Source: an optimization exercise on an open RTL-to-GDS flow (aim: small area, a short achievable clock period and few clock cycles per item). Production flows keep margins and buffers that such runs may drop. Function was not checked in any run shown here: the RTL went through the layout flow alone. Power figures rest on the tool's default switching activity, not on a simulated workload.

==> design/flow/design.v <==
module j1587_msgdec (
    input  wire         clk,
    input  wire         rst,
    input  wire         start,
    input  wire [255:0] frame,
    input  wire [5:0]   frame_len,
    output reg          done,
    output reg  [3:0]   err,
    output reg  [7:0]   mid,
    output reg  [3:0]   nparams,
    output reg  [80:0]  par_pid,    
    output reg  [44:0]  par_pos,    
    output reg  [44:0]  par_dlen    
);
    localparam [3:0] E_NONE      = 4'd0;
    localparam [3:0] E_INV_PID   = 4'd1;
    localparam [3:0] E_INV_LEN   = 4'd3;
    localparam [3:0] E_TOO_LONG  = 4'd6;
    localparam [3:0] E_TRUNC     = 4'd7;
    localparam [3:0] E_CHECKSUM  = 4'd8;
    integer i;
    reg       busy;          
    reg       wt;            
    reg       quick;         
    reg [4:0] cpos;          
    reg [6:0] dr;            
    reg [3:0] slot;          
    reg [1:0] perr;          
    reg       page2;         
    reg       longr;         
    reg [12:0] csa_q;      
    reg [37:0] csb_q;
    reg       csum_bad_q;
    reg [7:0] pid_r  [0:8];
    reg [4:0] pos_r  [0:8];
    reg [4:0] dlen_r [0:8];
    wire [7:0] b0 = frame[7:0];
    wire [7:0] b1 = frame[15:8];
    wire [7:0] b2 = frame[23:16];
    wire [7:0] b3 = frame[31:24];
    wire [31:0] inlen;
    assign inlen[0] = (frame_len[5]) | (frame_len[4]) | (frame_len[3]) | (frame_len[2]) | (frame_len[1]) | (frame_len[0]);
    assign inlen[1] = (frame_len[5]) | (frame_len[4]) | (frame_len[3]) | (frame_len[2]) | (frame_len[1]);
    assign inlen[2] = (frame_len[5]) | (frame_len[4]) | (frame_len[3]) | (frame_len[2]) | (frame_len[1] & frame_len[0]);
    assign inlen[3] = (frame_len[5]) | (frame_len[4]) | (frame_len[3]) | (frame_len[2]);
    assign inlen[4] = (frame_len[5]) | (frame_len[4]) | (frame_len[3]) | (frame_len[2] & frame_len[1]) | (frame_len[2] & frame_len[0]);
    assign inlen[5] = (frame_len[5]) | (frame_len[4]) | (frame_len[3]) | (frame_len[2] & frame_len[1]);
    assign inlen[6] = (frame_len[5]) | (frame_len[4]) | (frame_len[3]) | (frame_len[2] & frame_len[1] & frame_len[0]);
    assign inlen[7] = (frame_len[5]) | (frame_len[4]) | (frame_len[3]);
    assign inlen[8] = (frame_len[5]) | (frame_len[4]) | (frame_len[3] & frame_len[2]) | (frame_len[3] & frame_len[1]) | (frame_len[3] & frame_len[0]);
    assign inlen[9] = (frame_len[5]) | (frame_len[4]) | (frame_len[3] & frame_len[2]) | (frame_len[3] & frame_len[1]);
    assign inlen[10] = (frame_len[5]) | (frame_len[4]) | (frame_len[3] & frame_len[2]) | (frame_len[3] & frame_len[1] & frame_len[0]);
    assign inlen[11] = (frame_len[5]) | (frame_len[4]) | (frame_len[3] & frame_len[2]);
    assign inlen[12] = (frame_len[5]) | (frame_len[4]) | (frame_len[3] & frame_len[2] & frame_len[1]) | (frame_len[3] & frame_len[2] & frame_len[0]);
    assign inlen[13] = (frame_len[5]) | (frame_len[4]) | (frame_len[3] & frame_len[2] & frame_len[1]);
    assign inlen[14] = (frame_len[5]) | (frame_len[4]) | (frame_len[3] & frame_len[2] & frame_len[1] & frame_len[0]);
    assign inlen[15] = (frame_len[5]) | (frame_len[4]);
    assign inlen[16] = (frame_len[5]) | (frame_len[4] & frame_len[3]) | (frame_len[4] & frame_len[2]) | (frame_len[4] & frame_len[1]) | (frame_len[4] & frame_len[0]);
    assign inlen[17] = (frame_len[5]) | (frame_len[4] & frame_len[3]) | (frame_len[4] & frame_len[2]) | (frame_len[4] & frame_len[1]);
    assign inlen[18] = (frame_len[5]) | (frame_len[4] & frame_len[3]) | (frame_len[4] & frame_len[2]) | (frame_len[4] & frame_len[1] & frame_len[0]);
    assign inlen[19] = (frame_len[5]) | (frame_len[4] & frame_len[3]) | (frame_len[4] & frame_len[2]);
    assign inlen[20] = (frame_len[5]) | (frame_len[4] & frame_len[3]) | (frame_len[4] & frame_len[2] & frame_len[1]) | (frame_len[4] & frame_len[2] & frame_len[0]);
    assign inlen[21] = (frame_len[5]) | (frame_len[4] & frame_len[3]) | (frame_len[4] & frame_len[2] & frame_len[1]);
    assign inlen[22] = (frame_len[5]) | (frame_len[4] & frame_len[3]) | (frame_len[4] & frame_len[2] & frame_len[1] & frame_len[0]);
    assign inlen[23] = (frame_len[5]) | (frame_len[4] & frame_len[3]);
    assign inlen[24] = (frame_len[5]) | (frame_len[4] & frame_len[3] & frame_len[2]) | (frame_len[4] & frame_len[3] & frame_len[1]) | (frame_len[4] & frame_len[3] & frame_len[0]);
    assign inlen[25] = (frame_len[5]) | (frame_len[4] & frame_len[3] & frame_len[2]) | (frame_len[4] & frame_len[3] & frame_len[1]);
    assign inlen[26] = (frame_len[5]) | (frame_len[4] & frame_len[3] & frame_len[2]) | (frame_len[4] & frame_len[3] & frame_len[1] & frame_len[0]);
    assign inlen[27] = (frame_len[5]) | (frame_len[4] & frame_len[3] & frame_len[2]);
    assign inlen[28] = (frame_len[5]) | (frame_len[4] & frame_len[3] & frame_len[2] & frame_len[1]) | (frame_len[4] & frame_len[3] & frame_len[2] & frame_len[0]);
    assign inlen[29] = (frame_len[5]) | (frame_len[4] & frame_len[3] & frame_len[2] & frame_len[1]);
    assign inlen[30] = (frame_len[5]) | (frame_len[4] & frame_len[3] & frame_len[2] & frame_len[1] & frame_len[0]);
    assign inlen[31] = (frame_len[5]);
    wire pg_in = inlen[2] && (b1 == 8'hFF);
    wire [255:0] fm;
    genvar g;
    generate
        for (g = 0; g < 32; g = g + 1) begin : g_mask
            if (g < 4) begin : g_keep
                assign fm[8*g +: 8] = frame[8*g +: 8];
            end else begin : g_cut
                assign fm[8*g +: 8] = frame[8*g +: 8] & {8{inlen[g]}};
            end
        end
    endgenerate
    wire cs1 = fm[0] ^ fm[8] ^ fm[16];
    wire cs2 = (fm[0] & fm[8]) | (fm[0] & fm[16]) | (fm[8] & fm[16]);
    wire cs3 = fm[24] ^ fm[32] ^ fm[40];
    wire cs4 = (fm[24] & fm[32]) | (fm[24] & fm[40]) | (fm[32] & fm[40]);
    wire cs5 = fm[48] ^ fm[56] ^ fm[64];
    wire cs6 = (fm[48] & fm[56]) | (fm[48] & fm[64]) | (fm[56] & fm[64]);
    wire cs7 = fm[1] ^ fm[9] ^ fm[17];
    wire cs8 = (fm[1] & fm[9]) | (fm[1] & fm[17]) | (fm[9] & fm[17]);
    wire cs9 = fm[25] ^ fm[33] ^ fm[41];
    wire cs10 = (fm[25] & fm[33]) | (fm[25] & fm[41]) | (fm[33] & fm[41]);
    wire cs11 = fm[49] ^ fm[57] ^ fm[65];
    wire cs12 = (fm[49] & fm[57]) | (fm[49] & fm[65]) | (fm[57] & fm[65]);
    wire cs13 = fm[2] ^ fm[10] ^ fm[18];
    wire cs14 = (fm[2] & fm[10]) | (fm[2] & fm[18]) | (fm[10] & fm[18]);
    wire cs15 = fm[26] ^ fm[34] ^ fm[42];
    wire cs16 = (fm[26] & fm[34]) | (fm[26] & fm[42]) | (fm[34] & fm[42]);
    wire cs17 = fm[50] ^ fm[58] ^ fm[66];
    wire cs18 = (fm[50] & fm[58]) | (fm[50] & fm[66]) | (fm[58] & fm[66]);
    wire cs19 = fm[3] ^ fm[11] ^ fm[19];
    wire cs20 = (fm[3] & fm[11]) | (fm[3] & fm[19]) | (fm[11] & fm[19]);
    wire cs21 = fm[27] ^ fm[35] ^ fm[43];
    wire cs22 = (fm[27] & fm[35]) | (fm[27] & fm[43]) | (fm[35] & fm[43]);
    wire cs23 = fm[51] ^ fm[59] ^ fm[67];
    wire cs24 = (fm[51] & fm[59]) | (fm[51] & fm[67]) | (fm[59] & fm[67]);
    wire cs25 = fm[4] ^ fm[12] ^ fm[20];
    wire cs26 = (fm[4] & fm[12]) | (fm[4] & fm[20]) | (fm[12] & fm[20]);
    wire cs27 = fm[28] ^ fm[36] ^ fm[44];
    wire cs28 = (fm[28] & fm[36]) | (fm[28] & fm[44]) | (fm[36] & fm[44]);
    wire cs29 = fm[52] ^ fm[60] ^ fm[68];
    wire cs30 = (fm[52] & fm[60]) | (fm[52] & fm[68]) | (fm[60] & fm[68]);
    wire cs31 = fm[5] ^ fm[13] ^ fm[21];
    wire cs32 = (fm[5] & fm[13]) | (fm[5] & fm[21]) | (fm[13] & fm[21]);
    wire cs33 = fm[29] ^ fm[37] ^ fm[45];
    wire cs34 = (fm[29] & fm[37]) | (fm[29] & fm[45]) | (fm[37] & fm[45]);
    wire cs35 = fm[53] ^ fm[61] ^ fm[69];
    wire cs36 = (fm[53] & fm[61]) | (fm[53] & fm[69]) | (fm[61] & fm[69]);
    wire cs37 = fm[6] ^ fm[14] ^ fm[22];
    wire cs38 = (fm[6] & fm[14]) | (fm[6] & fm[22]) | (fm[14] & fm[22]);
    wire cs39 = fm[30] ^ fm[38] ^ fm[46];
    wire cs40 = (fm[30] & fm[38]) | (fm[30] & fm[46]) | (fm[38] & fm[46]);
    wire cs41 = fm[54] ^ fm[62] ^ fm[70];
    wire cs42 = (fm[54] & fm[62]) | (fm[54] & fm[70]) | (fm[62] & fm[70]);
    wire cs43 = fm[7] ^ fm[15] ^ fm[23];
    wire cs44 = fm[31] ^ fm[39] ^ fm[47];
    wire cs45 = fm[55] ^ fm[63] ^ fm[71];
    wire cs46 = cs1 ^ cs3 ^ cs5;
    wire cs47 = (cs1 & cs3) | (cs1 & cs5) | (cs3 & cs5);
    wire cs48 = cs2 ^ cs4 ^ cs6;
    wire cs49 = (cs2 & cs4) | (cs2 & cs6) | (cs4 & cs6);
    wire cs50 = cs7 ^ cs9 ^ cs11;
    wire cs51 = (cs7 & cs9) | (cs7 & cs11) | (cs9 & cs11);
    wire cs52 = cs8 ^ cs10 ^ cs12;
    wire cs53 = (cs8 & cs10) | (cs8 & cs12) | (cs10 & cs12);
    wire cs54 = cs13 ^ cs15 ^ cs17;
    wire cs55 = (cs13 & cs15) | (cs13 & cs17) | (cs15 & cs17);
    wire cs56 = cs14 ^ cs16 ^ cs18;
    wire cs57 = (cs14 & cs16) | (cs14 & cs18) | (cs16 & cs18);
    wire cs58 = cs19 ^ cs21 ^ cs23;
    wire cs59 = (cs19 & cs21) | (cs19 & cs23) | (cs21 & cs23);
    wire cs60 = cs20 ^ cs22 ^ cs24;
    wire cs61 = (cs20 & cs22) | (cs20 & cs24) | (cs22 & cs24);
    wire cs62 = cs25 ^ cs27 ^ cs29;
    wire cs63 = (cs25 & cs27) | (cs25 & cs29) | (cs27 & cs29);
    wire cs64 = cs26 ^ cs28 ^ cs30;
    wire cs65 = (cs26 & cs28) | (cs26 & cs30) | (cs28 & cs30);
    wire cs66 = cs31 ^ cs33 ^ cs35;
    wire cs67 = (cs31 & cs33) | (cs31 & cs35) | (cs33 & cs35);
    wire cs68 = cs32 ^ cs34 ^ cs36;
    wire cs69 = (cs32 & cs34) | (cs32 & cs36) | (cs34 & cs36);
    wire cs70 = cs37 ^ cs39 ^ cs41;
    wire cs71 = (cs37 & cs39) | (cs37 & cs41) | (cs39 & cs41);
    wire cs72 = cs38 ^ cs40 ^ cs42;
    wire cs73 = cs43 ^ cs44 ^ cs45;
    wire cs74 = cs47 ^ cs48 ^ cs50;
    wire cs75 = (cs47 & cs48) | (cs47 & cs50) | (cs48 & cs50);
    wire cs76 = cs49 ^ cs51 ^ cs52;
    wire cs77 = (cs49 & cs51) | (cs49 & cs52) | (cs51 & cs52);
    wire cs78 = cs53 ^ cs55 ^ cs56;
    wire cs79 = (cs53 & cs55) | (cs53 & cs56) | (cs55 & cs56);
    wire cs80 = cs57 ^ cs59 ^ cs60;
    wire cs81 = (cs57 & cs59) | (cs57 & cs60) | (cs59 & cs60);
    wire cs82 = cs61 ^ cs63 ^ cs64;
    wire cs83 = (cs61 & cs63) | (cs61 & cs64) | (cs63 & cs64);
    wire cs84 = cs65 ^ cs67 ^ cs68;
    wire cs85 = (cs65 & cs67) | (cs65 & cs68) | (cs67 & cs68);
    wire cs86 = cs69 ^ cs71 ^ cs72;
    wire cs87 = cs75 ^ cs76 ^ cs54;
    wire cs88 = (cs75 & cs76) | (cs75 & cs54) | (cs76 & cs54);
    wire cs89 = cs77 ^ cs78 ^ cs58;
    wire cs90 = (cs77 & cs78) | (cs77 & cs58) | (cs78 & cs58);
    wire cs91 = cs79 ^ cs80 ^ cs62;
    wire cs92 = (cs79 & cs80) | (cs79 & cs62) | (cs80 & cs62);
    wire cs93 = cs81 ^ cs82 ^ cs66;
    wire cs94 = (cs81 & cs82) | (cs81 & cs66) | (cs82 & cs66);
    wire cs95 = cs83 ^ cs84 ^ cs70;
    wire cs96 = (cs83 & cs84) | (cs83 & cs70) | (cs84 & cs70);
    wire cs97 = cs85 ^ cs86 ^ cs73;
    wire [12:0] csa_d = {cs97, cs96, cs95, cs94, cs93, cs92, cs91, cs90, cs89, cs88, cs87, cs74, cs46};
    wire cs98 = fm[72] ^ fm[80] ^ fm[88];
    wire cs99 = (fm[72] & fm[80]) | (fm[72] & fm[88]) | (fm[80] & fm[88]);
    wire cs100 = fm[96] ^ fm[104] ^ fm[112];
    wire cs101 = (fm[96] & fm[104]) | (fm[96] & fm[112]) | (fm[104] & fm[112]);
    wire cs102 = fm[120] ^ fm[128] ^ fm[136];
    wire cs103 = (fm[120] & fm[128]) | (fm[120] & fm[136]) | (fm[128] & fm[136]);
    wire cs104 = fm[144] ^ fm[152] ^ fm[160];
    wire cs105 = (fm[144] & fm[152]) | (fm[144] & fm[160]) | (fm[152] & fm[160]);
    wire cs106 = fm[168] ^ fm[176] ^ fm[184];
    wire cs107 = (fm[168] & fm[176]) | (fm[168] & fm[184]) | (fm[176] & fm[184]);
    wire cs108 = fm[192] ^ fm[200] ^ fm[208];
    wire cs109 = (fm[192] & fm[200]) | (fm[192] & fm[208]) | (fm[200] & fm[208]);
    wire cs110 = fm[216] ^ fm[224] ^ fm[232];
    wire cs111 = (fm[216] & fm[224]) | (fm[216] & fm[232]) | (fm[224] & fm[232]);
    wire cs112 = fm[73] ^ fm[81] ^ fm[89];
    wire cs113 = (fm[73] & fm[81]) | (fm[73] & fm[89]) | (fm[81] & fm[89]);
    wire cs114 = fm[97] ^ fm[105] ^ fm[113];
    wire cs115 = (fm[97] & fm[105]) | (fm[97] & fm[113]) | (fm[105] & fm[113]);
    wire cs116 = fm[121] ^ fm[129] ^ fm[137];
    wire cs117 = (fm[121] & fm[129]) | (fm[121] & fm[137]) | (fm[129] & fm[137]);
    wire cs118 = fm[145] ^ fm[153] ^ fm[161];
    wire cs119 = (fm[145] & fm[153]) | (fm[145] & fm[161]) | (fm[153] & fm[161]);
    wire cs120 = fm[169] ^ fm[177] ^ fm[185];
    wire cs121 = (fm[169] & fm[177]) | (fm[169] & fm[185]) | (fm[177] & fm[185]);
    wire cs122 = fm[193] ^ fm[201] ^ fm[209];
    wire cs123 = (fm[193] & fm[201]) | (fm[193] & fm[209]) | (fm[201] & fm[209]);
    wire cs124 = fm[217] ^ fm[225] ^ fm[233];
    wire cs125 = (fm[217] & fm[225]) | (fm[217] & fm[233]) | (fm[225] & fm[233]);
    wire cs126 = fm[74] ^ fm[82] ^ fm[90];
    wire cs127 = (fm[74] & fm[82]) | (fm[74] & fm[90]) | (fm[82] & fm[90]);
    wire cs128 = fm[98] ^ fm[106] ^ fm[114];
    wire cs129 = (fm[98] & fm[106]) | (fm[98] & fm[114]) | (fm[106] & fm[114]);
    wire cs130 = fm[122] ^ fm[130] ^ fm[138];
    wire cs131 = (fm[122] & fm[130]) | (fm[122] & fm[138]) | (fm[130] & fm[138]);
    wire cs132 = fm[146] ^ fm[154] ^ fm[162];
    wire cs133 = (fm[146] & fm[154]) | (fm[146] & fm[162]) | (fm[154] & fm[162]);
    wire cs134 = fm[170] ^ fm[178] ^ fm[186];
    wire cs135 = (fm[170] & fm[178]) | (fm[170] & fm[186]) | (fm[178] & fm[186]);
    wire cs136 = fm[194] ^ fm[202] ^ fm[210];
    wire cs137 = (fm[194] & fm[202]) | (fm[194] & fm[210]) | (fm[202] & fm[210]);
    wire cs138 = fm[218] ^ fm[226] ^ fm[234];
    wire cs139 = (fm[218] & fm[226]) | (fm[218] & fm[234]) | (fm[226] & fm[234]);
    wire cs140 = fm[75] ^ fm[83] ^ fm[91];
    wire cs141 = (fm[75] & fm[83]) | (fm[75] & fm[91]) | (fm[83] & fm[91]);
    wire cs142 = fm[99] ^ fm[107] ^ fm[115];
    wire cs143 = (fm[99] & fm[107]) | (fm[99] & fm[115]) | (fm[107] & fm[115]);
    wire cs144 = fm[123] ^ fm[131] ^ fm[139];
    wire cs145 = (fm[123] & fm[131]) | (fm[123] & fm[139]) | (fm[131] & fm[139]);
    wire cs146 = fm[147] ^ fm[155] ^ fm[163];
    wire cs147 = (fm[147] & fm[155]) | (fm[147] & fm[163]) | (fm[155] & fm[163]);
    wire cs148 = fm[171] ^ fm[179] ^ fm[187];
    wire cs149 = (fm[171] & fm[179]) | (fm[171] & fm[187]) | (fm[179] & fm[187]);
    wire cs150 = fm[195] ^ fm[203] ^ fm[211];
    wire cs151 = (fm[195] & fm[203]) | (fm[195] & fm[211]) | (fm[203] & fm[211]);
    wire cs152 = fm[219] ^ fm[227] ^ fm[235];
    wire cs153 = (fm[219] & fm[227]) | (fm[219] & fm[235]) | (fm[227] & fm[235]);
    wire cs154 = fm[76] ^ fm[84] ^ fm[92];
    wire cs155 = (fm[76] & fm[84]) | (fm[76] & fm[92]) | (fm[84] & fm[92]);
    wire cs156 = fm[100] ^ fm[108] ^ fm[116];
    wire cs157 = (fm[100] & fm[108]) | (fm[100] & fm[116]) | (fm[108] & fm[116]);
    wire cs158 = fm[124] ^ fm[132] ^ fm[140];
    wire cs159 = (fm[124] & fm[132]) | (fm[124] & fm[140]) | (fm[132] & fm[140]);
    wire cs160 = fm[148] ^ fm[156] ^ fm[164];
    wire cs161 = (fm[148] & fm[156]) | (fm[148] & fm[164]) | (fm[156] & fm[164]);
    wire cs162 = fm[172] ^ fm[180] ^ fm[188];
    wire cs163 = (fm[172] & fm[180]) | (fm[172] & fm[188]) | (fm[180] & fm[188]);
    wire cs164 = fm[196] ^ fm[204] ^ fm[212];
    wire cs165 = (fm[196] & fm[204]) | (fm[196] & fm[212]) | (fm[204] & fm[212]);
    wire cs166 = fm[220] ^ fm[228] ^ fm[236];
    wire cs167 = (fm[220] & fm[228]) | (fm[220] & fm[236]) | (fm[228] & fm[236]);
    wire cs168 = fm[77] ^ fm[85] ^ fm[93];
    wire cs169 = (fm[77] & fm[85]) | (fm[77] & fm[93]) | (fm[85] & fm[93]);
    wire cs170 = fm[101] ^ fm[109] ^ fm[117];
    wire cs171 = (fm[101] & fm[109]) | (fm[101] & fm[117]) | (fm[109] & fm[117]);
    wire cs172 = fm[125] ^ fm[133] ^ fm[141];
    wire cs173 = (fm[125] & fm[133]) | (fm[125] & fm[141]) | (fm[133] & fm[141]);
    wire cs174 = fm[149] ^ fm[157] ^ fm[165];
    wire cs175 = (fm[149] & fm[157]) | (fm[149] & fm[165]) | (fm[157] & fm[165]);
    wire cs176 = fm[173] ^ fm[181] ^ fm[189];
    wire cs177 = (fm[173] & fm[181]) | (fm[173] & fm[189]) | (fm[181] & fm[189]);
    wire cs178 = fm[197] ^ fm[205] ^ fm[213];
    wire cs179 = (fm[197] & fm[205]) | (fm[197] & fm[213]) | (fm[205] & fm[213]);
    wire cs180 = fm[221] ^ fm[229] ^ fm[237];
    wire cs181 = (fm[221] & fm[229]) | (fm[221] & fm[237]) | (fm[229] & fm[237]);
    wire cs182 = fm[78] ^ fm[86] ^ fm[94];
    wire cs183 = (fm[78] & fm[86]) | (fm[78] & fm[94]) | (fm[86] & fm[94]);
    wire cs184 = fm[102] ^ fm[110] ^ fm[118];
    wire cs185 = (fm[102] & fm[110]) | (fm[102] & fm[118]) | (fm[110] & fm[118]);
    wire cs186 = fm[126] ^ fm[134] ^ fm[142];
    wire cs187 = (fm[126] & fm[134]) | (fm[126] & fm[142]) | (fm[134] & fm[142]);
    wire cs188 = fm[150] ^ fm[158] ^ fm[166];
    wire cs189 = (fm[150] & fm[158]) | (fm[150] & fm[166]) | (fm[158] & fm[166]);
    wire cs190 = fm[174] ^ fm[182] ^ fm[190];
    wire cs191 = (fm[174] & fm[182]) | (fm[174] & fm[190]) | (fm[182] & fm[190]);
    wire cs192 = fm[198] ^ fm[206] ^ fm[214];
    wire cs193 = (fm[198] & fm[206]) | (fm[198] & fm[214]) | (fm[206] & fm[214]);
    wire cs194 = fm[222] ^ fm[230] ^ fm[238];
    wire cs195 = (fm[222] & fm[230]) | (fm[222] & fm[238]) | (fm[230] & fm[238]);
    wire cs196 = fm[79] ^ fm[87] ^ fm[95];
    wire cs197 = fm[103] ^ fm[111] ^ fm[119];
    wire cs198 = fm[127] ^ fm[135] ^ fm[143];
    wire cs199 = fm[151] ^ fm[159] ^ fm[167];
    wire cs200 = fm[175] ^ fm[183] ^ fm[191];
    wire cs201 = fm[199] ^ fm[207] ^ fm[215];
    wire cs202 = fm[223] ^ fm[231] ^ fm[239];
    wire cs203 = cs98 ^ cs100 ^ cs102;
    wire cs204 = (cs98 & cs100) | (cs98 & cs102) | (cs100 & cs102);
    wire cs205 = cs104 ^ cs106 ^ cs108;
    wire cs206 = (cs104 & cs106) | (cs104 & cs108) | (cs106 & cs108);
    wire cs207 = cs110 ^ fm[240] ^ fm[248];
    wire cs208 = (cs110 & fm[240]) | (cs110 & fm[248]) | (fm[240] & fm[248]);
    wire cs209 = cs99 ^ cs101 ^ cs103;
    wire cs210 = (cs99 & cs101) | (cs99 & cs103) | (cs101 & cs103);
    wire cs211 = cs105 ^ cs107 ^ cs109;
    wire cs212 = (cs105 & cs107) | (cs105 & cs109) | (cs107 & cs109);
    wire cs213 = cs111 ^ cs112 ^ cs114;
    wire cs214 = (cs111 & cs112) | (cs111 & cs114) | (cs112 & cs114);
    wire cs215 = cs116 ^ cs118 ^ cs120;
    wire cs216 = (cs116 & cs118) | (cs116 & cs120) | (cs118 & cs120);
    wire cs217 = cs122 ^ cs124 ^ fm[241];
    wire cs218 = (cs122 & cs124) | (cs122 & fm[241]) | (cs124 & fm[241]);
    wire cs219 = cs113 ^ cs115 ^ cs117;
    wire cs220 = (cs113 & cs115) | (cs113 & cs117) | (cs115 & cs117);
    wire cs221 = cs119 ^ cs121 ^ cs123;
    wire cs222 = (cs119 & cs121) | (cs119 & cs123) | (cs121 & cs123);
    wire cs223 = cs125 ^ cs126 ^ cs128;
    wire cs224 = (cs125 & cs126) | (cs125 & cs128) | (cs126 & cs128);
    wire cs225 = cs130 ^ cs132 ^ cs134;
    wire cs226 = (cs130 & cs132) | (cs130 & cs134) | (cs132 & cs134);
    wire cs227 = cs136 ^ cs138 ^ fm[242];
    wire cs228 = (cs136 & cs138) | (cs136 & fm[242]) | (cs138 & fm[242]);
    wire cs229 = cs127 ^ cs129 ^ cs131;
    wire cs230 = (cs127 & cs129) | (cs127 & cs131) | (cs129 & cs131);
    wire cs231 = cs133 ^ cs135 ^ cs137;
    wire cs232 = (cs133 & cs135) | (cs133 & cs137) | (cs135 & cs137);
    wire cs233 = cs139 ^ cs140 ^ cs142;
    wire cs234 = (cs139 & cs140) | (cs139 & cs142) | (cs140 & cs142);
    wire cs235 = cs144 ^ cs146 ^ cs148;
    wire cs236 = (cs144 & cs146) | (cs144 & cs148) | (cs146 & cs148);
    wire cs237 = cs150 ^ cs152 ^ fm[243];
    wire cs238 = (cs150 & cs152) | (cs150 & fm[243]) | (cs152 & fm[243]);
    wire cs239 = cs141 ^ cs143 ^ cs145;
    wire cs240 = (cs141 & cs143) | (cs141 & cs145) | (cs143 & cs145);
    wire cs241 = cs147 ^ cs149 ^ cs151;
    wire cs242 = (cs147 & cs149) | (cs147 & cs151) | (cs149 & cs151);
    wire cs243 = cs153 ^ cs154 ^ cs156;
    wire cs244 = (cs153 & cs154) | (cs153 & cs156) | (cs154 & cs156);
    wire cs245 = cs158 ^ cs160 ^ cs162;
    wire cs246 = (cs158 & cs160) | (cs158 & cs162) | (cs160 & cs162);
    wire cs247 = cs164 ^ cs166 ^ fm[244];
    wire cs248 = (cs164 & cs166) | (cs164 & fm[244]) | (cs166 & fm[244]);
    wire cs249 = cs155 ^ cs157 ^ cs159;
    wire cs250 = (cs155 & cs157) | (cs155 & cs159) | (cs157 & cs159);
    wire cs251 = cs161 ^ cs163 ^ cs165;
    wire cs252 = (cs161 & cs163) | (cs161 & cs165) | (cs163 & cs165);
    wire cs253 = cs167 ^ cs168 ^ cs170;
    wire cs254 = (cs167 & cs168) | (cs167 & cs170) | (cs168 & cs170);
    wire cs255 = cs172 ^ cs174 ^ cs176;
    wire cs256 = (cs172 & cs174) | (cs172 & cs176) | (cs174 & cs176);
    wire cs257 = cs178 ^ cs180 ^ fm[245];
    wire cs258 = (cs178 & cs180) | (cs178 & fm[245]) | (cs180 & fm[245]);
    wire cs259 = cs169 ^ cs171 ^ cs173;
    wire cs260 = (cs169 & cs171) | (cs169 & cs173) | (cs171 & cs173);
    wire cs261 = cs175 ^ cs177 ^ cs179;
    wire cs262 = (cs175 & cs177) | (cs175 & cs179) | (cs177 & cs179);
    wire cs263 = cs181 ^ cs182 ^ cs184;
    wire cs264 = (cs181 & cs182) | (cs181 & cs184) | (cs182 & cs184);
    wire cs265 = cs186 ^ cs188 ^ cs190;
    wire cs266 = (cs186 & cs188) | (cs186 & cs190) | (cs188 & cs190);
    wire cs267 = cs192 ^ cs194 ^ fm[246];
    wire cs268 = (cs192 & cs194) | (cs192 & fm[246]) | (cs194 & fm[246]);
    wire cs269 = cs183 ^ cs185 ^ cs187;
    wire cs270 = cs189 ^ cs191 ^ cs193;
    wire cs271 = cs195 ^ cs196 ^ cs197;
    wire cs272 = cs198 ^ cs199 ^ cs200;
    wire cs273 = cs201 ^ cs202 ^ fm[247];
    wire cs274 = cs203 ^ cs205 ^ cs207;
    wire cs275 = (cs203 & cs205) | (cs203 & cs207) | (cs205 & cs207);
    wire cs276 = cs204 ^ cs206 ^ cs208;
    wire cs277 = (cs204 & cs206) | (cs204 & cs208) | (cs206 & cs208);
    wire cs278 = cs209 ^ cs211 ^ cs213;
    wire cs279 = (cs209 & cs211) | (cs209 & cs213) | (cs211 & cs213);
    wire cs280 = cs215 ^ cs217 ^ fm[249];
    wire cs281 = (cs215 & cs217) | (cs215 & fm[249]) | (cs217 & fm[249]);
    wire cs282 = cs210 ^ cs212 ^ cs214;
    wire cs283 = (cs210 & cs212) | (cs210 & cs214) | (cs212 & cs214);
    wire cs284 = cs216 ^ cs218 ^ cs219;
    wire cs285 = (cs216 & cs218) | (cs216 & cs219) | (cs218 & cs219);
    wire cs286 = cs221 ^ cs223 ^ cs225;
    wire cs287 = (cs221 & cs223) | (cs221 & cs225) | (cs223 & cs225);
    wire cs288 = cs220 ^ cs222 ^ cs224;
    wire cs289 = (cs220 & cs222) | (cs220 & cs224) | (cs222 & cs224);
    wire cs290 = cs226 ^ cs228 ^ cs229;
    wire cs291 = (cs226 & cs228) | (cs226 & cs229) | (cs228 & cs229);
    wire cs292 = cs231 ^ cs233 ^ cs235;
    wire cs293 = (cs231 & cs233) | (cs231 & cs235) | (cs233 & cs235);
    wire cs294 = cs230 ^ cs232 ^ cs234;
    wire cs295 = (cs230 & cs232) | (cs230 & cs234) | (cs232 & cs234);
    wire cs296 = cs236 ^ cs238 ^ cs239;
    wire cs297 = (cs236 & cs238) | (cs236 & cs239) | (cs238 & cs239);
    wire cs298 = cs241 ^ cs243 ^ cs245;
    wire cs299 = (cs241 & cs243) | (cs241 & cs245) | (cs243 & cs245);
    wire cs300 = cs240 ^ cs242 ^ cs244;
    wire cs301 = (cs240 & cs242) | (cs240 & cs244) | (cs242 & cs244);
    wire cs302 = cs246 ^ cs248 ^ cs249;
    wire cs303 = (cs246 & cs248) | (cs246 & cs249) | (cs248 & cs249);
    wire cs304 = cs251 ^ cs253 ^ cs255;
    wire cs305 = (cs251 & cs253) | (cs251 & cs255) | (cs253 & cs255);
    wire cs306 = cs250 ^ cs252 ^ cs254;
    wire cs307 = (cs250 & cs252) | (cs250 & cs254) | (cs252 & cs254);
    wire cs308 = cs256 ^ cs258 ^ cs259;
    wire cs309 = (cs256 & cs258) | (cs256 & cs259) | (cs258 & cs259);
    wire cs310 = cs261 ^ cs263 ^ cs265;
    wire cs311 = (cs261 & cs263) | (cs261 & cs265) | (cs263 & cs265);
    wire cs312 = cs260 ^ cs262 ^ cs264;
    wire cs313 = cs266 ^ cs268 ^ cs269;
    wire cs314 = cs270 ^ cs271 ^ cs272;
    wire cs315 = cs275 ^ cs276 ^ cs278;
    wire cs316 = (cs275 & cs276) | (cs275 & cs278) | (cs276 & cs278);
    wire cs317 = cs277 ^ cs279 ^ cs281;
    wire cs318 = (cs277 & cs279) | (cs277 & cs281) | (cs279 & cs281);
    wire cs319 = cs282 ^ cs284 ^ cs286;
    wire cs320 = (cs282 & cs284) | (cs282 & cs286) | (cs284 & cs286);
    wire cs321 = cs283 ^ cs285 ^ cs287;
    wire cs322 = (cs283 & cs285) | (cs283 & cs287) | (cs285 & cs287);
    wire cs323 = cs288 ^ cs290 ^ cs292;
    wire cs324 = (cs288 & cs290) | (cs288 & cs292) | (cs290 & cs292);
    wire cs325 = cs289 ^ cs291 ^ cs293;
    wire cs326 = (cs289 & cs291) | (cs289 & cs293) | (cs291 & cs293);
    wire cs327 = cs294 ^ cs296 ^ cs298;
    wire cs328 = (cs294 & cs296) | (cs294 & cs298) | (cs296 & cs298);
    wire cs329 = cs295 ^ cs297 ^ cs299;
    wire cs330 = (cs295 & cs297) | (cs295 & cs299) | (cs297 & cs299);
    wire cs331 = cs300 ^ cs302 ^ cs304;
    wire cs332 = (cs300 & cs302) | (cs300 & cs304) | (cs302 & cs304);
    wire cs333 = cs301 ^ cs303 ^ cs305;
    wire cs334 = (cs301 & cs303) | (cs301 & cs305) | (cs303 & cs305);
    wire cs335 = cs306 ^ cs308 ^ cs310;
    wire cs336 = (cs306 & cs308) | (cs306 & cs310) | (cs308 & cs310);
    wire cs337 = cs307 ^ cs309 ^ cs311;
    wire cs338 = cs312 ^ cs313 ^ cs314;
    wire [37:0] csb_d = {fm[255], cs273, cs338, cs337, cs336, cs334, fm[254], cs267, cs335, cs333, cs332, cs330, fm[253], cs257, cs331, cs329, cs328, cs326, fm[252], cs247, cs327, cs325, cs324, cs322, fm[251], cs237, cs323, cs321, cs320, cs318, fm[250], cs227, cs319, cs317, cs316, cs280, cs315, cs274};
    wire cs339 = csa_q[1] ^ csb_q[1] ^ csb_q[2];
    wire cs340 = (csa_q[1] & csb_q[1]) | (csa_q[1] & csb_q[2]) | (csb_q[1] & csb_q[2]);
    wire cs341 = csa_q[2] ^ csb_q[3] ^ csb_q[4];
    wire cs342 = (csa_q[2] & csb_q[3]) | (csa_q[2] & csb_q[4]) | (csb_q[3] & csb_q[4]);
    wire cs343 = csb_q[5] ^ csb_q[6] ^ csb_q[7];
    wire cs344 = (csb_q[5] & csb_q[6]) | (csb_q[5] & csb_q[7]) | (csb_q[6] & csb_q[7]);
    wire cs345 = csa_q[3] ^ csa_q[4] ^ csb_q[8];
    wire cs346 = (csa_q[3] & csa_q[4]) | (csa_q[3] & csb_q[8]) | (csa_q[4] & csb_q[8]);
    wire cs347 = csb_q[9] ^ csb_q[10] ^ csb_q[11];
    wire cs348 = (csb_q[9] & csb_q[10]) | (csb_q[9] & csb_q[11]) | (csb_q[10] & csb_q[11]);
    wire cs349 = csa_q[5] ^ csa_q[6] ^ csb_q[14];
    wire cs350 = (csa_q[5] & csa_q[6]) | (csa_q[5] & csb_q[14]) | (csa_q[6] & csb_q[14]);
    wire cs351 = csb_q[15] ^ csb_q[16] ^ csb_q[17];
    wire cs352 = (csb_q[15] & csb_q[16]) | (csb_q[15] & csb_q[17]) | (csb_q[16] & csb_q[17]);
    wire cs353 = csa_q[7] ^ csa_q[8] ^ csb_q[20];
    wire cs354 = (csa_q[7] & csa_q[8]) | (csa_q[7] & csb_q[20]) | (csa_q[8] & csb_q[20]);
    wire cs355 = csb_q[21] ^ csb_q[22] ^ csb_q[23];
    wire cs356 = (csb_q[21] & csb_q[22]) | (csb_q[21] & csb_q[23]) | (csb_q[22] & csb_q[23]);
    wire cs357 = csa_q[9] ^ csa_q[10] ^ csb_q[26];
    wire cs358 = (csa_q[9] & csa_q[10]) | (csa_q[9] & csb_q[26]) | (csa_q[10] & csb_q[26]);
    wire cs359 = csb_q[27] ^ csb_q[28] ^ csb_q[29];
    wire cs360 = (csb_q[27] & csb_q[28]) | (csb_q[27] & csb_q[29]) | (csb_q[28] & csb_q[29]);
    wire cs361 = csa_q[11] ^ csa_q[12] ^ csb_q[32];
    wire cs362 = csb_q[33] ^ csb_q[34] ^ csb_q[35];
    wire cs363 = cs340 ^ cs341 ^ cs343;
    wire cs364 = (cs340 & cs341) | (cs340 & cs343) | (cs341 & cs343);
    wire cs365 = cs342 ^ cs344 ^ cs345;
    wire cs366 = (cs342 & cs344) | (cs342 & cs345) | (cs344 & cs345);
    wire cs367 = cs347 ^ csb_q[12] ^ csb_q[13];
    wire cs368 = (cs347 & csb_q[12]) | (cs347 & csb_q[13]) | (csb_q[12] & csb_q[13]);
    wire cs369 = cs346 ^ cs348 ^ cs349;
    wire cs370 = (cs346 & cs348) | (cs346 & cs349) | (cs348 & cs349);
    wire cs371 = cs351 ^ csb_q[18] ^ csb_q[19];
    wire cs372 = (cs351 & csb_q[18]) | (cs351 & csb_q[19]) | (csb_q[18] & csb_q[19]);
    wire cs373 = cs350 ^ cs352 ^ cs353;
    wire cs374 = (cs350 & cs352) | (cs350 & cs353) | (cs352 & cs353);
    wire cs375 = cs355 ^ csb_q[24] ^ csb_q[25];
    wire cs376 = (cs355 & csb_q[24]) | (cs355 & csb_q[25]) | (csb_q[24] & csb_q[25]);
    wire cs377 = cs354 ^ cs356 ^ cs357;
    wire cs378 = (cs354 & cs356) | (cs354 & cs357) | (cs356 & cs357);
    wire cs379 = cs359 ^ csb_q[30] ^ csb_q[31];
    wire cs380 = (cs359 & csb_q[30]) | (cs359 & csb_q[31]) | (csb_q[30] & csb_q[31]);
    wire cs381 = cs358 ^ cs360 ^ cs361;
    wire cs382 = cs362 ^ csb_q[36] ^ csb_q[37];
    wire cs383 = cs364 ^ cs365 ^ cs367;
    wire cs384 = (cs364 & cs365) | (cs364 & cs367) | (cs365 & cs367);
    wire cs385 = cs366 ^ cs368 ^ cs369;
    wire cs386 = (cs366 & cs368) | (cs366 & cs369) | (cs368 & cs369);
    wire cs387 = cs370 ^ cs372 ^ cs373;
    wire cs388 = (cs370 & cs372) | (cs370 & cs373) | (cs372 & cs373);
    wire cs389 = cs374 ^ cs376 ^ cs377;
    wire cs390 = (cs374 & cs376) | (cs374 & cs377) | (cs376 & cs377);
    wire cs391 = cs378 ^ cs380 ^ cs381;
    wire cs392 = cs384 ^ cs385 ^ cs371;
    wire cs393 = (cs384 & cs385) | (cs384 & cs371) | (cs385 & cs371);
    wire cs394 = cs386 ^ cs387 ^ cs375;
    wire cs395 = (cs386 & cs387) | (cs386 & cs375) | (cs387 & cs375);
    wire cs396 = cs388 ^ cs389 ^ cs379;
    wire cs397 = (cs388 & cs389) | (cs388 & cs379) | (cs389 & cs379);
    wire cs398 = cs390 ^ cs391 ^ cs382;
    wire csum_bad_d = (csa_q[0] ^ csb_q[0]) |
        (cs339 ^ 1'b0 ^ (csa_q[0] | csb_q[0])) |
        (cs363 ^ 1'b0 ^ (cs339 | 1'b0)) |
        (cs383 ^ 1'b0 ^ (cs363 | 1'b0)) |
        (cs392 ^ 1'b0 ^ (cs383 | 1'b0)) |
        (cs393 ^ cs394 ^ (cs392 | 1'b0)) |
        (cs395 ^ cs396 ^ (cs393 | cs394)) |
        (cs397 ^ cs398 ^ (cs395 | cs396));
    wire csum_bad_a = (csa_q[0] ^ 1'b0) |
        (csa_q[1] ^ 1'b0 ^ (csa_q[0] | 1'b0)) |
        (csa_q[2] ^ 1'b0 ^ (csa_q[1] | 1'b0)) |
        (csa_q[3] ^ csa_q[4] ^ (csa_q[2] | 1'b0)) |
        (csa_q[5] ^ csa_q[6] ^ (csa_q[3] | csa_q[4])) |
        (csa_q[7] ^ csa_q[8] ^ (csa_q[5] | csa_q[6])) |
        (csa_q[9] ^ csa_q[10] ^ (csa_q[7] | csa_q[8])) |
        (csa_q[11] ^ csa_q[12] ^ (csa_q[9] | csa_q[10]));
    function [20:0] step;
        input [4:0] p;
        input [7:0] l;
        input [7:0] n;
        input [6:0] d;
        reg       e;
        reg [1:0] c;
        reg       f;
        reg [4:0] dl;
        reg [4:0] nx;
        reg [6:0] dn;
        reg       dneg;      
        reg       nfit;      
        reg       neq;       
        begin
            dneg = d[6];
            nfit = (n[7:5] == 3'd0) && (n[4:0] <= d[4:0]);
            neq  = (n[7:5] == 3'd0) && (n[4:0] == d[4:0]);
            e  = 1'b0;
            c  = 2'd2;
            f  = 1'b0;
            dl = 5'd1;
            nx = p + 5'd2;
            dn = d - 7'd2;
            if (dneg && d != 7'h7F) begin
                e = 1'b1;
            end else if (l == 8'hFF) begin
                e = 1'b1;
                c = 2'd1;
            end else if (!l[7]) begin
                e = dneg;
                f = (d == 7'd0);
            end else if (!l[6]) begin
                e  = dneg || (d == 7'd0);
                f  = (d == 7'd1);
                dl = 5'd2;
                nx = p + 5'd3;
                dn = d - 7'd3;
            end else if (l != 8'hFE) begin
                e  = dneg || !nfit;
                f  = !dneg && neq;
                dl = n[4:0];
                nx = p + 5'd2 + n[4:0];
                dn = d - 7'd2 - {2'b00, n[4:0]};
            end else begin
                e  = dneg;
                f  = 1'b1;
                dl = d[4:0];
            end
            step = {e, c, f, dl, nx, dn};
        end
    endfunction
    wire [20:0] st1 = step(5'd1, b1, b2, {1'b0, frame_len} - 7'd4);
    wire [20:0] st2 = step(5'd2, b2, b3, {1'b0, frame_len} - 7'd5);
    wire [255:0] frame_l = {frame[255:32], {4{frame[31:24]}}};
    wire [255:0] frame_n = {8'h00, frame[255:40], {4{frame[39:32]}}};
    wire [7:0]  lm  = frame_l[{cpos, 3'b000} +: 8];
    wire [7:0]  nm  = frame_n[{cpos, 3'b000} +: 8];
    wire [20:0] stm = step(cpos, lm, nm, dr);
    wire [20:0] s  = start ? (pg_in ? st2 : st1) : stm;
    wire [7:0]  l  = start ? (pg_in ? b2 : b1) : lm;
    wire [3:0]  k  = start ? 4'd0 : slot;
    wire       s_err  = s[20];
    wire [1:0] s_code = s[19:18];
    wire       s_fin  = s[17];
    wire [4:0] s_dl   = s[16:12];
    wire [4:0] s_next = s[11:7];
    wire [6:0] s_dn   = s[6:0];
    wire act  = start | (busy & ~wt);
    wire fin  = act & (s_err | s_fin);
    wire hold = start & s_fin & ~s_err & inlen[9];
    always @(posedge clk) begin
        mid        <= b0;
        page2      <= pg_in;
        longr      <= inlen[21];
        csa_q      <= csa_d;
        csb_q      <= csb_d;
        csum_bad_q <= csum_bad_d;
        quick      <= start;
        if (rst) begin
            busy <= 1'b0;
            done <= 1'b0;
        end else begin
            busy <= (act & ~fin) | hold;
            done <= (fin & ~hold) | (busy & wt);
        end
        wt <= hold;
        cpos <= s_next;
        dr   <= s_dn;
        if (act) begin
            slot <= k + 4'd1;
            perr <= s_err ? s_code : 2'd0;
        end
        for (i = 0; i < 9; i = i + 1)
            if (k == i) begin
                pid_r[i]  <= l;
                pos_r[i]  <= cpos;
                dlen_r[i] <= s_dl;
            end
    end
    always @* begin
        case (perr)
            2'd1:    err = E_INV_PID;
            2'd2:    err = E_TRUNC;
            2'd3:    err = E_INV_LEN;
            default: err = (quick ? csum_bad_a : csum_bad_q) ? E_CHECKSUM :
                           (longr ? E_TOO_LONG : E_NONE);
        endcase
        nparams = slot;
        for (i = 0; i < 9; i = i + 1) begin
            par_pid[9*i +: 9]  = {page2, pid_r[i]};
            par_pos[5*i +: 5]  = (i == 0) ? {3'b000, page2, ~page2} : pos_r[i];
            par_dlen[5*i +: 5] = dlen_r[i];
        end
    end
endmodule
==> design/flow/flow/run.sh <==
#!/bin/bash
# The standard layout, with plain buffers (buf_1) on the ports instead of
# the flow's default port buffer cell.
export BUFFER_PORTS_ARGS="-buffer_cell sky130_fd_sc_hd__buf_1"
bash standard.sh > standard.log 2>&1
==> design/flow/standard.sh <==
#!/bin/bash
# synth_recipe.tcl (not shown) runs the flow's synth.tcl, then flattens the netlist and writes it again
# the make line also repeats each setting of config.mk as NAME=value (left out here)
make -C /OpenROAD-flow-scripts/flow DESIGN_CONFIG=/design/flow/config.mk WORK_HOME=/design/flow/orfs CLKGATE_MAP_FILE= SYNTH_SCRIPT=/design/flow/synth_recipe.tcl "${@:-finish}"
==> design/flow/config.mk <==
export PLATFORM = sky130hd
export DESIGN_NAME = j1587_msgdec
export DESIGN_NICKNAME = j1587_msgdec
export VERILOG_FILES = /design/flow/design.v
export SDC_FILE = /design/flow/constraint.sdc
export NUM_CORES = 4
export LEC_CHECK = 0
export CAP_MARGIN = 20
export CORE_MARGIN = 2
export CORE_UTILIZATION = 40
export SETUP_SLACK_MARGIN = 3.5
export SLEW_MARGIN = 20
==> design/flow/constraint.sdc <==
create_clock -name core_clock -period 7.0 [get_ports {clk}]
set_input_delay 1.4000 -clock core_clock [delete_from_list [all_inputs] [get_ports {clk}]]
set_output_delay 1.4000 -clock core_clock [all_outputs]
set_load 0.01 [all_outputs]
==> results of run 1 <==
==> layer usage <==
metal	up-vias	global-route usage, %	wire [um]
met3	245	4.36	7930
met4	0	12.7	4260
met1	9577	41.5	33800
met5	-	0	0
met2	1184	51.9	41200
li1	8023	-	-
==> critical path: cells and delay by family <==
kind	cells	cell delay, ns
fa+ha+maj	4	1.92
compound gates	2	0.45
simple gates	2	0.62
buf+inv	4	0.32
==> area by class of cell <==
cell class	instances	area (um2)	share of cell area (%)
Timing Repair Buffer	686	4570	16.0
Tap cell	680	851	2.99
Clock inverter	16	111	0.391
Antenna cell	5	12.5	0.0439
Inverter	218	868	3.05
Clock buffer	34	722	2.53
Multi-Input combinational cell	1395	14900	52.2
Sequential cell	241	6490	22.8
==> sequential cells by signal, indices dropped and copies added (netlist names), 2 cells and up <==
register / count
csa_q: 13
dr: 7
cpos: 5
pos_r: 40
csb_q: 38
perr: 2
mid: 8
slot: 4
dlen_r: 45
pid_r: 72
==> path summary, 6_finish.rpt <==
kind              end  cells past startpoint
max reg2reg   perr[1]                     17
min reg2reg      done                      2
min              done                      2
max          csa_q[2]                     12
==> repair_timing <==
| action | CTS | global route |
|---|---|---|
| resized for setup | 368 | 184 |
| cloned | 8 | 1 |
| pin swaps | 122 | 112 |
| buffers inserted | 133 | 52 |
| endpoints found under the setup margin | 175 | 124 |
==> through the flow <==
step,instances,worst slack [ns],total power [mW]
floorplan,1957,2.35,7.47
global placement,3024,1.27,9.44
detailed placement,3025,1.24,9.58
CTS,3216,2.83,12.6
global route,3273,2.78,14.3
finish,3275,2.79,13.5
==> placed cells by master (no fill, tap or decap), types with 60 or more instances in the layout <==
cell type	instances
nand2_1	81
edfxtp_1	165
inv_1	161
xnor2_1	65
nor2_1	78
dfxtp_1	65
nor2b_1	79
buf_1	394
buf_4	155
mux2i_1	60
fa_1	113
fa_2	75
buf_6	63
and2_1	100
==> power groups by stage <==
stage,registers (mW),logic [mW],clock network (mW)
floorplan,2.18,5.28,0
global placement,2.32,7.13,0
detailed placement,2.30,7.29,0
CTS,2.18,9.08,1.37
global route,2.22,10.7,1.43
finish,2.19,9.96,1.36
==> kinds of logic after synthesis <==
kind of cell             share of synthesized area [%]
AO/OA/AOI/OAI                                     10.6
AND/OR/NAND/NOR                                   14.6
adder cells (fa/ha/maj)                           22.2
multiplexers                                      10.2
other                                           0.0179
flip-flops                                        30.9
XOR/XNOR                                          4.64
buffers and inverters                             6.77
==> impl_metrics.json, run 1 <==
{
  "status": "finished clean",
  "cp-startpoint": "frame_len[4]",
  "p_sw_share_pct": 45.3,
  "yosysTopAreaCell": "edfxtp_1",
  "grt_pass1_wl_mm": 125,
  "fin_crit_ns": 4.21,
  "core_area_um2": 51500,
  "cts_max_path_buffers": 3,
  "crit_arrival_ns": 4.72,
  "grt_pass1_vias": 19100,
  "rrSetupSlack_ns": 3.14,
  "synth_top_flop_cell": "edfxtp_1",
  "worstPathCellList": "buf_8 -> buf_12 -> or3_4 -> a21oi_4 -> o21ai_4 -> and2_4 -> fa_2 -> inv_2 -> fa_2 -> fa_1 -> inv_2 -> fa_2",
  "synthTopCellsByCount": "inv_1, fa_1, edfxtp_1",
  "grt_setup_unrepaired": "true",
  "dp_hpwl_mm": 63.9,
  "dieArea_um2": 54200,
  "critPathMaxFanout": 8,
  "place_congestion": 0.976,
  "synth_most_common_cell": "inv_1",
  "row_count": 83,
  "ant_nets": 0,
  "netlist_area_um2": 20900,
  "yosysTopAreaCellShare_pct": 23.7,
  "grt_antenna_before_repair": 4,
  "p_per_area_nw_per_um2": 474,
  "p_int_mw": 7.39,
  "slew_violations": 0,
  "synth_cell_types": 88,
  "critPathLaunchType": "primary input",
  "drcViolationCount": 0,
  "hold_buffers": 0,
  "n_fill_cell": 4502,
  "max_freq_mhz": 238,
  "placed_area_um2": 23800,
  "holdWs_ns": 0.523,
  "synth-edff-count": 165,
  "crit_slowest_cell": "fa_2",
  "fin_skew_ns": 0.0191,
  "die-width_um": 233,
  "grt_use_total_pct": 31.4,
  "slew_headroom_pct": 28.1,
  "cts_made_buffers": 27,
  "routed_via_density": 5.81,
  "p_seq_share_pct": 16.2,
  "start_util_pct": 40.7,
  "worst_skew_pair.late_latency_ns": 0.58,
  "synth.area.top_cells": "edfxtp_1, fa_1, dfxtp_1",
  "routed_wl_mm": 87.2,
  "p_leak_nw": 11.1,
  "setup_viol": 0,
  "peakVddDrop_mv": 0.603,
  "hold_viol_final": 0,
  "port_buffers": 449,
  "fin_setup_tns_ns": 0,
  "pwr-share-comb_pct": 73.7,
  "cp-end-kind": "register",
  "asyncSetResetFlopFracSynth_pct": 0,
  "switching_power_mw": 6.12,
  "final_nets": 3092,
  "root_buffer": "clkbuf_16",
  "path_common_cell": "fa_2",
  "worstMarginPinSlew_ns": 1.08,
  "period_share_pct": 60.1,
  "cp.required_ns": 7.52,
  "clkPwrFrac_pct": 10.1,
  "worstSetupPathType": "in2reg",
  "worstReg2RegStart": "cpos[0]",
  "ys_ff_latch": 241,
  "hold_class": "reg2reg",
  "cts_tree": "done",
  "synth_warnings": 4,
  "synth_area_per_cell_um2": 10.7,
  "overflow": 0,
  "dr.pass1.iters": 7,
  "dr_total_vias": 19000,
  "cts_htree_levels": 1,
  "utilization_pct": 55.3,
  "synth-seq-area-share_pct": 30.9,
  "drive_gt1_share_pct": 30.4,
  "die_h_um": 233,
  "ios": 453,
  "worstHoldStart": "busy",
  "drtIter0Drc": 2009,
  "cp_slowest_stage_delay_ns": 0.54,
  "numClockSinks": 241,
  "fin_area_um2": 28500,
  "path_clk_slew_ns": 0.06,
  "synthCells": 1955,
  "grt_max_degree": 66,
  "synthToLayoutAreaGrowth_pct": 36.0,
  "maxCapViolCount": 0,
  "post_drt_wl_per_cell_um": 26.6
}
==> run 2: changes to the inputs <==
--- a/design/flow/config.mk
+++ b/design/flow/config.mk
@@ -8,5 +8,5 @@
 export CAP_MARGIN = 20
 export CORE_MARGIN = 2
 export CORE_UTILIZATION = 40
-export SETUP_SLACK_MARGIN = 3.5
+export SETUP_SLACK_MARGIN = 3.0
 export SLEW_MARGIN = 20
==> run 2 against run 1 <==
- still clean
- sequential power hardly changed
- die area stayed put
- clock skew is 0.0087 ns lower
- largest cell class unchanged
- largest power group unchanged
==> impl_metrics.json, run 2 <==
{
  "cts_max_path_buffers": 3,
  "start_util_pct": 40.7,
  "cp-end-kind": "register",
  "fin_skew_ns": 0.0104,
  "critPathMaxFanout": 7,
  "synth_cell_types": 88,
  "grt_pass1_vias": 18600,
  "synth-seq-area-share_pct": 30.9,
  "crit_family": "adder cells",
  "drcViolationCount": 0,
  "synth_warnings": 4,
  "cts_made_buffers": 27,
  "grt_setup_unrepaired": "true",
  "slew_headroom_pct": 28.4,
  "worstMarginPinSlew_ns": 1.07,
  "row_count": 83,
  "grt_antenna_before_repair": 10,
  "max_freq_mhz": 238,
  "placed_area_um2": 23700,
  "dp_hpwl_mm": 65.2,
  "synth_most_common_cell": "inv_1",
  "routed_wl_mm": 84.5,
  "final_nets": 2998,
  "root_buffer": "clkbuf_16",
  "synth-edff-count": 165,
  "slew_violations": 0,
  "die_h_um": 233,
  "worstReg2RegStart": "cpos[0]",
  "worst_skew_pair.late_latency_ns": 0.56,
  "p_sw_share_pct": 45.8,
  "die-width_um": 233,
  "synthCells": 1955,
  "worstHoldStart": "busy",
  "peakVddDrop_mv": 0.577,
  "dr.pass1.iters": 6,
  "asyncSetResetFlopFracSynth_pct": 0,
  "hold_path_end": "done",
  "routed_via_density": 5.76,
  "path_clk_slew_ns": 0.06,
  "p_per_area_nw_per_um2": 452,
  "synth_top_flop_cell": "edfxtp_1",
  "final_common_cell": "buf_1",
  "status": "finished clean",
  "hold_viol_final": 0,
  "core_area_um2": 51500,
  "dp.cells": 3032,
  "synthTopCellsByCount": "inv_1, fa_1, edfxtp_1",
  "switching_power_mw": 5.50,
  "maxCapViolCount": 0,
  "synthToLayoutAreaGrowth_pct": 26.8,
  "netlist_area_um2": 20900,
  "yosysTopAreaCell": "edfxtp_1",
  "ios": 453,
  "layoutNonFillerInstCount": 3180,
  "clkPwrFrac_pct": 12.5,
  "ys_ff_latch": 241,
  "period_share_pct": 60.1,
  "wl_met1_mm": 34.1,
  "p_int_mw": 6.51,
  "min_path_cells": 2,
  "worstPathCellList": "buf_12 -> and2_4 -> nor2_4 -> nand2_8 -> a21o_4 -> a21o_4 -> and2_4 -> fa_1 -> fa_1 -> inv_2 -> fa_2 -> inv_1 -> fa_2",
  "cp_slowest_stage_delay_ns": 0.54,
  "port_buffers": 449,
  "critPathBufInv": 3,
  "drtIter0Drc": 1654,
  "p_leak_nw": 10.3,
  "fin_setup_tns_ns": 0,
  "wl_met2_mm": 39.0,
  "fin_crit_ns": 4.20,
  "met3_length_mm": 7.48,
  "top_layer": "met5",
  "pwr-share-comb_pct": 69.2,
  "regMostFlops": "pid_r",
  "post_drt_wl_per_cell_um": 26.6,
  "grt_pass1_wl_mm": 122,
  "setup_viol": 0,
  "crit_slowest_cell": "fa_1",
  "largest_reg_flops": 72,
  "hold_class": "reg2reg",
  "r2r_cells": 15,
  "cts_tree": "done",
  "grt_use_total_pct": 30.6,
  "dr_total_vias": 18300,
  "crit_arrival_ns": 4.71,
  "place_congestion": 0.995,
  "yosysTopAreaCellShare_pct": 23.7,
  "r2r-end": "done",
  "worstSetupPathType": "in2reg",
  "critPathLaunchType": "primary input",
  "p_seq_share_pct": 18.2,
  "synth_area_per_cell_um2": 10.7,
  "fin_area_um2": 26600,
  "drive_gt1_share_pct": 20.7,
  "final_cell_mix": "buf_1, inv_1, edfxtp_1",
  "grt_max_degree": 42,
  "dieArea_um2": 54200,
  "ant_nets": 0,
  "hold_buffers": 0,
  "reg.largest.list": "pid_r x72, dlen_r x45, pos_r x40",
  "cp.required_ns": 7.50,
  "rrSetupSlack_ns": 3.06,
  "synth.area.top_cells": "edfxtp_1, fa_1, dfxtp_1",
  "numClockSinks": 241,
  "cts_htree_levels": 1,
  "overflow": 0
}
-- run 2: cell count changes in the layout (fill, tap and decap cells not counted), sizes merged --
| cell | delta |
|---|---|
| bufinv | +4 |
| buf | -91 |
| clkdlybuf4s15 | +1 |
| clkinv | -4 |
| diode | -1 |
| o21a | -1 |
| bufbuf | -5 |
| inv | +1 |
| clkinvlp | +1 |
-- run 2: worst max-delay path by stage --
stage / start / to / slack, ns / depth (start not counted)
floorplan: frame_len[4] / csb_q[11] / 2.35 / 13
global placement: frame_len[3] / csb_q[23] / 1.12 / 12
detailed placement: frame_len[3] / csb_q[29] / 1.02 / 12
CTS: frame_len[2] / csb_q[29] / 2.88 / 12
global route: frame_len[3] / csb_q[11] / 2.77 / 13
finish: frame_len[3] / csb_q[11] / 2.80 / 13
-- run 2: what timing repair did --
action,CTS,global route
pin swaps,59,63
setup buffers,57,34
gates cloned,0,2
setup endpoints to repair,139,103
resized for setup,162,129
-- run 2: area by class of cell --
type / instances / area (um2)
antenna: 4 / 10.0
multi-input combinational: 1394 / 14100
fill: 4732 / 24900
tap: 680 / 851
timing repair buffer: 593 / 3310
clock inverter: 18 / 233
inverter: 218 / 846
sequential: 241 / 6480
clock buffer: 32 / 704
-- run 2: cell families (layout without fill, tap and decap cells) --
kind of cell / count (synthesis) / in the layout / share of synthesized area (%)
compound gates: 322 / 322 / 10.6
mux: 137 / 137 / 10.2
xor+xnor: 111 / 111 / 4.64
buf+inv: 322 / 861 / 6.77
simple gates: 562 / 562 / 14.6
fa+ha+maj: 259 / 259 / 22.2
flops: 241 / 241 / 30.9
other cells: 1 / 7 / 0.0179
-- run 2: worst reg2reg max path: stages (launching register included) --
cell       delay, ns
edfxtp_1        0.39
buf_12          0.16
buf_12          0.16
buf_16          0.24
mux4_2          0.54
nor2b_1         0.15
a2111oi_2       0.39
nor2_1          0.14
buf_4           0.19
ha_4            0.28
and3_4          0.17
nand3b_1        0.16
o31a_1          0.30
a22oi_2         0.27
o32ai_2         0.11
a211oi_2        0.22
-- run 2: metrics by stage --
stage               utilization (%)  total power, mW  worst slack, ns  hold WS, ns
floorplan                         -             7.31             2.35        0.485
global placement               45.9             9.35             1.12        0.509
detailed placement             45.9             9.46             1.02        0.539
CTS                            50.0             11.5             2.88        0.544
global route                   51.6             12.9             2.77        0.578
finish                         51.6             12.0             2.80        0.547
-- run 2: routing by layer --
layer / track usage, % / vias to the layer above
met4: 12.1 / 6
li1: - / 7841
met5: 0 / -
met3: 5.75 / 212
met2: 49.1 / 1087
met1: 40.9 / 9173
-- run 2: power groups by stage --
stage	registers, mW	clock network, mW	logic (mW)
final	2.19	1.50	8.31
after global routing	2.22	1.58	9.06
after CTS	2.22	1.52	7.75
after detailed placement	2.30	0	7.16
after global placement	2.29	0	7.05
after floorplan	2.18	0	5.13

afterwards: timing with drivers on the ports:
How much do the figures lean on ideal ports? The routed layouts below were timed once more, with nothing changed but the port constraints. Step 1 assumes that a clkbuf_16 drives the clock port and a buf_2 every other input. Step 2 times the ports against the registers' clock, not the clock port: input delays grow and output delays shrink by t, the midpoint of the rising clock arrivals with the driver on. Three values: ideal ports, drivers, drivers and shift; two values: the first two.
run | t (ns) | setup WS [ns] | worst setup path after step 2 | pins driven straight from the clock port
run 1 | 0.621 | 2.792 / 2.803 / 2.181 | input to register | 1
run 2 | 0.617 | 2.796 / 2.809 / 2.191 | input to register | 1
After both steps every run listed still meets setup and hold. For run 1, which loses most, drivers alone change the setup slack by +0.011 ns; drivers and shift together by -0.611 ns.
